Background: an optimization exercise with open tools, aiming at small area and a short achievable clock period. Do not read the settings as production practice. Function was checked by simulation only, so behaviour that the tests miss may differ from the original. No activity file was given, so power comes from the tool's default toggle rates.

==> design/flow/design.v <==
module ledsr_core (
    input  wire       clk,
    input  wire       rst,         
    input  wire       en,          
    input  wire       wr_en,       
    input  wire [7:0] wr_addr,     
    input  wire [7:0] wr_data,
    input  wire       start,       
    output reg        busy,
    output reg        pin_data,
    output reg        pin_clk,
    output reg        pin_stb
);
    localparam [12:0] LFSR_SEED = 13'h0001;
    localparam [12:0] LFSR_END  = 13'h1113;    
    reg [1535:0] fr;
    wire [2:0] wr_led  = wr_addr[7:5];
    wire [1:0] wr_chan = wr_addr[4:3];
    wire [2:0] wr_lane = wr_addr[2:0];
    genvar gl, gc, gn;
    generate
        for (gl = 0; gl < 8; gl = gl + 1) begin : g_led
            for (gc = 0; gc < 3; gc = gc + 1) begin : g_chan
                wire grp = (wr_led == gl) && (wr_chan == gc);
                for (gn = 0; gn < 8; gn = gn + 1) begin : g_lane
                    wire sel = grp && wr_en && (wr_lane == gn);
                    always @(posedge clk)
                        if (sel)
                            fr[((gl * 3 + gc) * 8 + gn) * 8 +: 8] <= wr_data;
                end
            end
        end
    endgenerate
    reg [7:0] led_oh;      
    reg [2:0] k_oh;        
    reg [7:0] plane_oh;    
    reg [7:0] part_r, part_g, part_b;    
    reg [2:0] k_d;
    generate
        for (gn = 0; gn < 8; gn = gn + 1) begin : g_rd
            wire [7:0] br, bg, bb;       
            for (gl = 0; gl < 8; gl = gl + 1) begin : g_rl
                assign br[gl] = |(fr[((gl * 3 + 0) * 8 + gn) * 8 +: 8] & plane_oh);
                assign bg[gl] = |(fr[((gl * 3 + 1) * 8 + gn) * 8 +: 8] & plane_oh);
                assign bb[gl] = |(fr[((gl * 3 + 2) * 8 + gn) * 8 +: 8] & plane_oh);
            end
            always @(posedge clk) begin
                part_r[gn] <= |(br & led_oh);
                part_g[gn] <= |(bg & led_oh);
                part_b[gn] <= |(bb & led_oh);
            end
        end
    endgenerate
    wire [7:0] sel_part = ({8{k_d[0]}} & part_g) |
                          ({8{k_d[1]}} & part_r) |
                          ({8{k_d[2]}} & part_b);
    wire [7:0] word_d;
    generate
        for (gn = 0; gn < 8; gn = gn + 1) begin : g_wd
            assign word_d[7 - gn] = sel_part[gn];
        end
    endgenerate
    reg [7:0] fifo_mem [0:7];
    reg [2:0] fifo_wp, fifo_rp;
    reg [3:0] fifo_count;
    reg       push_d;
    reg [2:0] wp_d;
    wire fifo_full  = fifo_count[3];
    wire fifo_empty = (fifo_count == 4'd0);
    reg        feeding, settling;
    reg [12:0] lfsr;       
    wire [12:0] lfsr_next = {lfsr[11:0], lfsr[12] ^ lfsr[3] ^ lfsr[2] ^ lfsr[0]};
    wire push      = feeding && !fifo_full;
    wire last_word = led_oh[7] && k_oh[2] && plane_oh[0];
    always @(posedge clk) begin
        k_d <= k_oh;
        if (rst) begin
            busy     <= 1'b0;
            feeding  <= 1'b0;
            settling <= 1'b0;
        end else if (!feeding && !settling) begin
            if (start) begin
                busy     <= 1'b1;
                feeding  <= 1'b1;
                led_oh   <= 8'h01;
                k_oh     <= 3'b001;
                plane_oh <= 8'h80;
            end
        end else if (feeding) begin
            if (push) begin
                if (last_word) begin
                    feeding  <= 1'b0;
                    settling <= 1'b1;
                    lfsr     <= LFSR_SEED;
                end else begin
                    plane_oh <= {plane_oh[0], plane_oh[7:1]};
                    if (plane_oh[0]) begin
                        k_oh <= {k_oh[1:0], k_oh[2]};
                        if (k_oh[2])
                            led_oh <= {led_oh[6:0], led_oh[7]};
                    end
                end
            end
        end else begin
            if (lfsr == LFSR_END) begin
                busy     <= 1'b0;
                settling <= 1'b0;
            end else begin
                lfsr <= lfsr_next;
            end
        end
    end
    localparam [2:0] ST_HEADER = 3'd0, ST_PULL = 3'd1,
                     ST_LOOP0  = 3'd2, ST_LOOP1 = 3'd3, ST_LOOP2 = 3'd4;
    reg [2:0] st;
    reg [2:0] cnt;
    reg       ph;
    reg [7:0] osr;
    reg       pop_d;
    reg [2:0] rp_d;
    wire pop = en && (st == ST_PULL) && !fifo_empty;
    always @(posedge clk) begin
        push_d <= push && !rst;
        wp_d   <= fifo_wp;
        if (push_d)
            fifo_mem[wp_d] <= word_d;
        pop_d <= pop && !rst;
        rp_d  <= fifo_rp;
        if (pop_d)
            osr <= fifo_mem[rp_d];
        if (rst) begin
            fifo_wp    <= 3'd0;
            fifo_rp    <= 3'd0;
            fifo_count <= 4'd0;
        end else begin
            if (push)
                fifo_wp <= fifo_wp + 3'd1;
            if (pop)
                fifo_rp <= fifo_rp + 3'd1;
            if (push && !pop)
                fifo_count <= fifo_count + 4'd1;
            else if (pop && !push)
                fifo_count <= fifo_count - 4'd1;
        end
    end
    always @(posedge clk) begin
        if (rst) begin
            st       <= ST_HEADER;
            cnt      <= 3'd0;
            ph       <= 1'b0;
            pin_data <= 1'b0;
            pin_clk  <= 1'b0;
            pin_stb  <= 1'b0;
        end else if (en) begin
            case (st)
                ST_HEADER: begin
                    pin_data <= 1'b1;
                    pin_clk  <= 1'b0;
                    pin_stb  <= 1'b1;
                    st       <= ST_PULL;
                end
                ST_PULL: begin
                    if (!fifo_empty) begin
                        cnt <= 3'd0;
                        ph  <= 1'b0;
                        st  <= ST_LOOP0;
                    end
                end
                ST_LOOP0, ST_LOOP1, ST_LOOP2: begin
                    if (!ph) begin
                        if (st == ST_LOOP0)
                            pin_data <= 1'b1;
                        else if (st == ST_LOOP1)
                            pin_data <= osr[~cnt];
                        else
                            pin_data <= 1'b0;
                        pin_clk <= 1'b0;
                        pin_stb <= 1'b0;
                        ph      <= 1'b1;
                    end else begin
                        pin_clk <= 1'b1;
                        ph      <= 1'b0;
                        cnt     <= cnt + 3'd1;
                        if (cnt == 3'd7)
                            st <= (st == ST_LOOP0) ? ST_LOOP1 :
                                  (st == ST_LOOP1) ? ST_LOOP2 : ST_HEADER;
                    end
                end
                default: st <= ST_HEADER;
            endcase
        end
    end
endmodule
==> design/flow/run.sh <==
#!/bin/bash
# synth_recipe.tcl (not shown) runs the flow's synth.tcl, then flattens the netlist and writes it again
# the make line also repeats each setting of config.mk as NAME=value (left out here)
make -C /OpenROAD-flow-scripts/flow DESIGN_CONFIG=/design/flow/config.mk WORK_HOME=/design/flow/orfs CLKGATE_MAP_FILE= SYNTH_SCRIPT=/design/flow/synth_recipe.tcl finish
==> design/flow/config.mk <==
export PLATFORM = sky130hd
export DESIGN_NAME = ledsr_core
export DESIGN_NICKNAME = ledsr_core
export VERILOG_FILES = /design/flow/design.v
export SDC_FILE = /design/flow/constraint.sdc
export NUM_CORES = 4
export LEC_CHECK = 0
export CAP_MARGIN = 20
export CORE_MARGIN = 2
export CORE_UTILIZATION = 60
export CTS_BUF_LIST = sky130_fd_sc_hd__clkbuf_8 sky130_fd_sc_hd__clkbuf_16
export CTS_CLUSTER_DIAMETER = 80
export CTS_CLUSTER_SIZE = 25
export PLACE_DENSITY = 0.7
export SETUP_SLACK_MARGIN = 4.35
export SLEW_MARGIN = 20
==> design/flow/constraint.sdc <==
create_clock -name core_clock -period 7.0 [get_ports {clk}]
set_input_delay 1.4000 -clock core_clock [delete_from_list [all_inputs] [get_ports {clk}]]
set_output_delay 1.4000 -clock core_clock [all_outputs]
set_load 0.01 [all_outputs]
==> run_results.csv <==
group,metric,value,unit
run_status,status,"finished clean",
placement,place_congestion,0.756,
timing,period_minus_slack,2.67,ns
synthesis,synth_cells,3473,
die,die_width,325,um
critical_path,start_kind,"input pin",
global_route,grt_pass1_wl,228000,um
synthesis,yosysTopAreaCellShare,79.4,%
timing,max_freq,375,MHz
global_route,antenna_found_initial,5,
drt,routedWlPerCell,32.6,um
pwr,p_per_area,260,nW/um2
global_route,first_global_vias,34513,
run,drv_cap,0,
synthesis,synth_ff_type,"edfxtp_1",
clocking,clockBufferDepth,3,
clocking,root_buffer,"clkbuf_16",
hold_path,worstHoldStart,"k_oh[0]",
global_route,grt_max_degree,159,
global_route,grt-ovfl-total,0,
hold_path,holdPathStages,0,
critical_path,cp.required,7.35,ns
global_route,grtUsageTotal,29.5,%
synthesis,yosysWarnings,1,
pwr,power.leakage,20.7,nW
timing,skew,0.0289,ns
die,initial_utilization,60.7,%
drt,drt_wl_total,158000,um
clocking,numCtsBuffers,78,
clocking,insertion_delay,0.68,ns
die,boundaryPins,25,
hold_path,min_path_type,"flop to flop",
die,die-area,106000,um2
drt,num_vias,34442,
synthesis,ys_ff_latch,1698,
timing,slew_violations,0,
critical_path,worstPathArrival,3.02,ns
timing,fin_hold_ws,0.364,ns
clocking,cts_tree,"done",
drt,wl_met2,76500,um
critical_path,crit_path_max_fanout,8,
clocking,htreeDepth,3,
timing,fin_ws,4.33,ns
synthesis,synth_top_area_cell,"edfxtp_1",
die,die_h,325,um
placement,dp_slack,2.60,ns
timing,rsz0062_at_grt,"yes",
critical_path,critPathCaptureType,"flop",
synthesis,async_flop_share,0,%
drt,drt-initial-drc-count,5263,
timing,setup_viol,0,
final_layout,num-nets-final,3442,
synthesis,post_synth_num_cell_types,56,
synthesis,synth_area,62000,um2
pwr,p_total,17.7,mW
drt,dr.pass1.iters,7,
drt,top_layer_used,"met5",
clocking,cts.sinks,1698,
synthesis,yosysSeqAreaShare,81.3,%
synthesis,synth_area_per_cell,17.9,um2
synthesis,synth_most_common_cell,"edfxtp_1",
synthesis,synth_edf_count,1640,
placement,dp_hpwl,75300,um
timing,finalHoldViolations,0,
die,num_rows,117,
final_layout,finish.utilization,66.4,%
synthesis,synthTopCellsByArea,"edfxtp_1 (79%), a22oi_1 (10%), nand4_1 (2.2%), dfxtp_1 (1.9%), nor2_1 (1.3%)",
critical_path,crit_type,"input pin to flop",
final_layout,syn_to_final_growth,9.42,%
placement,portBuffers,24,
timing,min_period_over_period,38.1,%
drt,drc,0,
pwr,ir_worst_vdd,203,uV
critical_path,startpoint,"wr_addr[4]",
die,core,102000,um2
synthesis,synth_commonest_cells,"edfxtp_1 (1640), a22oi_1 (864), nand4_1 (217), nor2_1 (217), clkbuf_1 (131)",
timing,worst_pin_slew,1.13,ns
critical_path,rr_worst_depth,6,
drt,dr_wl_met3,17100,um
timing,setup_tns,0,ns
critical_path,r2r-start,"plane_oh[1]",
clocking,path_clk_slew,0.10,ns
drt,viasPerCell,7.11,
timing,maxSlewHeadroom,25.0,%
clocking,cts_hold_buf,0,
drt,drt-met1-wl,59300,um
final_layout,fill_cells,6636,
final_layout,drive_above_1_share,12.5,%
drt,postRouteAntennaNets,0,
synthesis,synth.net_count,3502,
[critical path: stages]
cell and delay (ns):
clkdlybuf4s50_1 0.49, and3b_4 0.37, buf_12 0.18, nand2_4 0.25
nor2_4 0.31
[kinds of logic (layout without fill, tap and decap cells)]
| kind of cell | count (synthesis) | count (layout) | share of synthesized area [%] |
|---|---|---|---|
| flops | 1698 | 1698 | 81.3 |
| compound gates | 911 | 911 | 11.0 |
| simple gates | 563 | 564 | 4.75 |
| buf+inv | 253 | 251 | 1.71 |
| mux | 31 | 31 | 0.973 |
| xor+xnor | 9 | 9 | 0.127 |
| fa+ha+maj | 8 | 8 | 0.174 |
| other cells | 0 | 2 | 0 |
[worst paths after layout]
check	to	slack, ns
setup / recovery	fr[699]	4.33
hold / removal	k_d[0]	0.36
setup reg to reg	part_g[0]	4.35
hold reg to reg	k_d[0]	0.36
[cell type report]
cell class,count,area [um2],share of cell area [%]
flip-flops and latches,1698,50400,74.3
clock inverters,57,254,0.374
multi-input cells,1523,12300,18.2
diodes,2,5.00,0.00738
repair buffers,97,1020,1.50
clock buffers,82,2050,3.02
inverters,15,58.8,0.0867
well taps,1368,1710,2.52
[flip-flops by register name, summed over array words and instances, names as in the netlist, 3 cells and up]
signal	count
cnt	3
fifo_count	4
fifo_mem	64
fifo_rp	3
fifo_wp	3
fr	1536
k_d	3
k_oh	3
led_oh	8
lfsr	13
osr	8
part_b	8
part_g	8
part_r	8
plane_oh	8
rp_d	3
st	3
wp_d	3
[cells in the final DEF, fill, tap and decap left out, types with 16 or more instances in the layout]
| cell type | count |
|---|---|
| buf_4 | 49 |
| buf_6 | 16 |
| nand2_4 | 19 |
| nor2b_1 | 31 |
| buf_12 | 17 |
| a22oi_1 | 864 |
| nor2_4 | 193 |
| nand4_1 | 217 |
| dfxtp_1 | 53 |
| clkbuf_16 | 82 |
| inv_1 | 64 |
| edfxtp_1 | 1640 |
| nor2_1 | 24 |
[repair_timing]
item	in CTS	in global routing
gates resized for setup	204	13
setup endpoints to repair	1544	457
buffers inserted	14	0
cloned	1	0
pin swaps	12	6
[per-stage QoR]
step	area, um2	std cells
after floorplan	63200	3473
after global placement	64600	4686
after detailed placement	64600	4686
after CTS	67800	4840
after global routing	67900	4840
final	67900	4842
[report_power, final]
group / switching, mW / internal [mW] / total, mW / leakage (nW)
registers: 0.0859 / 11.2 / 11.3 / 15.2
clock network: 2.93 / 2.15 / 5.08 / 1.31
logic: 0.947 / 0.366 / 1.31 / 4.15
total: 3.96 / 13.7 / 17.7 / 20.7
[per-layer routing]
metal  vias up  track usage [%]
met5         -                0
met2      2136             47.5
met3       250             5.46
li1      14261                -
met4         4             10.4
met1     17791             41.1

==> port drivers added, routing unchanged <==
The results above use ideal ports. As a check the final layout listed here was re-extracted and re-timed, cells and wires unchanged.
Step 1 (the two cells are an assumption about what drives the block):
set clk [get_ports {clk}]
set_driving_cell -lib_cell sky130_fd_sc_hd__clkbuf_16 $clk
set_driving_cell -lib_cell sky130_fd_sc_hd__buf_2 [delete_from_list [all_inputs] $clk]
Step 2 moves the port delays by t, midway between the first and last clock arrival at a register: inputs arrive t later, outputs are due t later. That takes back most of the time a late clock gives input paths.
Three values: no drivers, after step 1, after step 2; two values: the first two.
t, ns: 0.742
setup WS [ns]: 4.333 / 4.319 / 3.596
hold slack, ns: 0.364 / 0.364 / 0.364
pins driven straight from the clock port: 1
After both steps setup and hold are still met in this run. For this run, drivers alone change the setup slack by -0.014 ns; drivers and shift together by -0.737 ns.
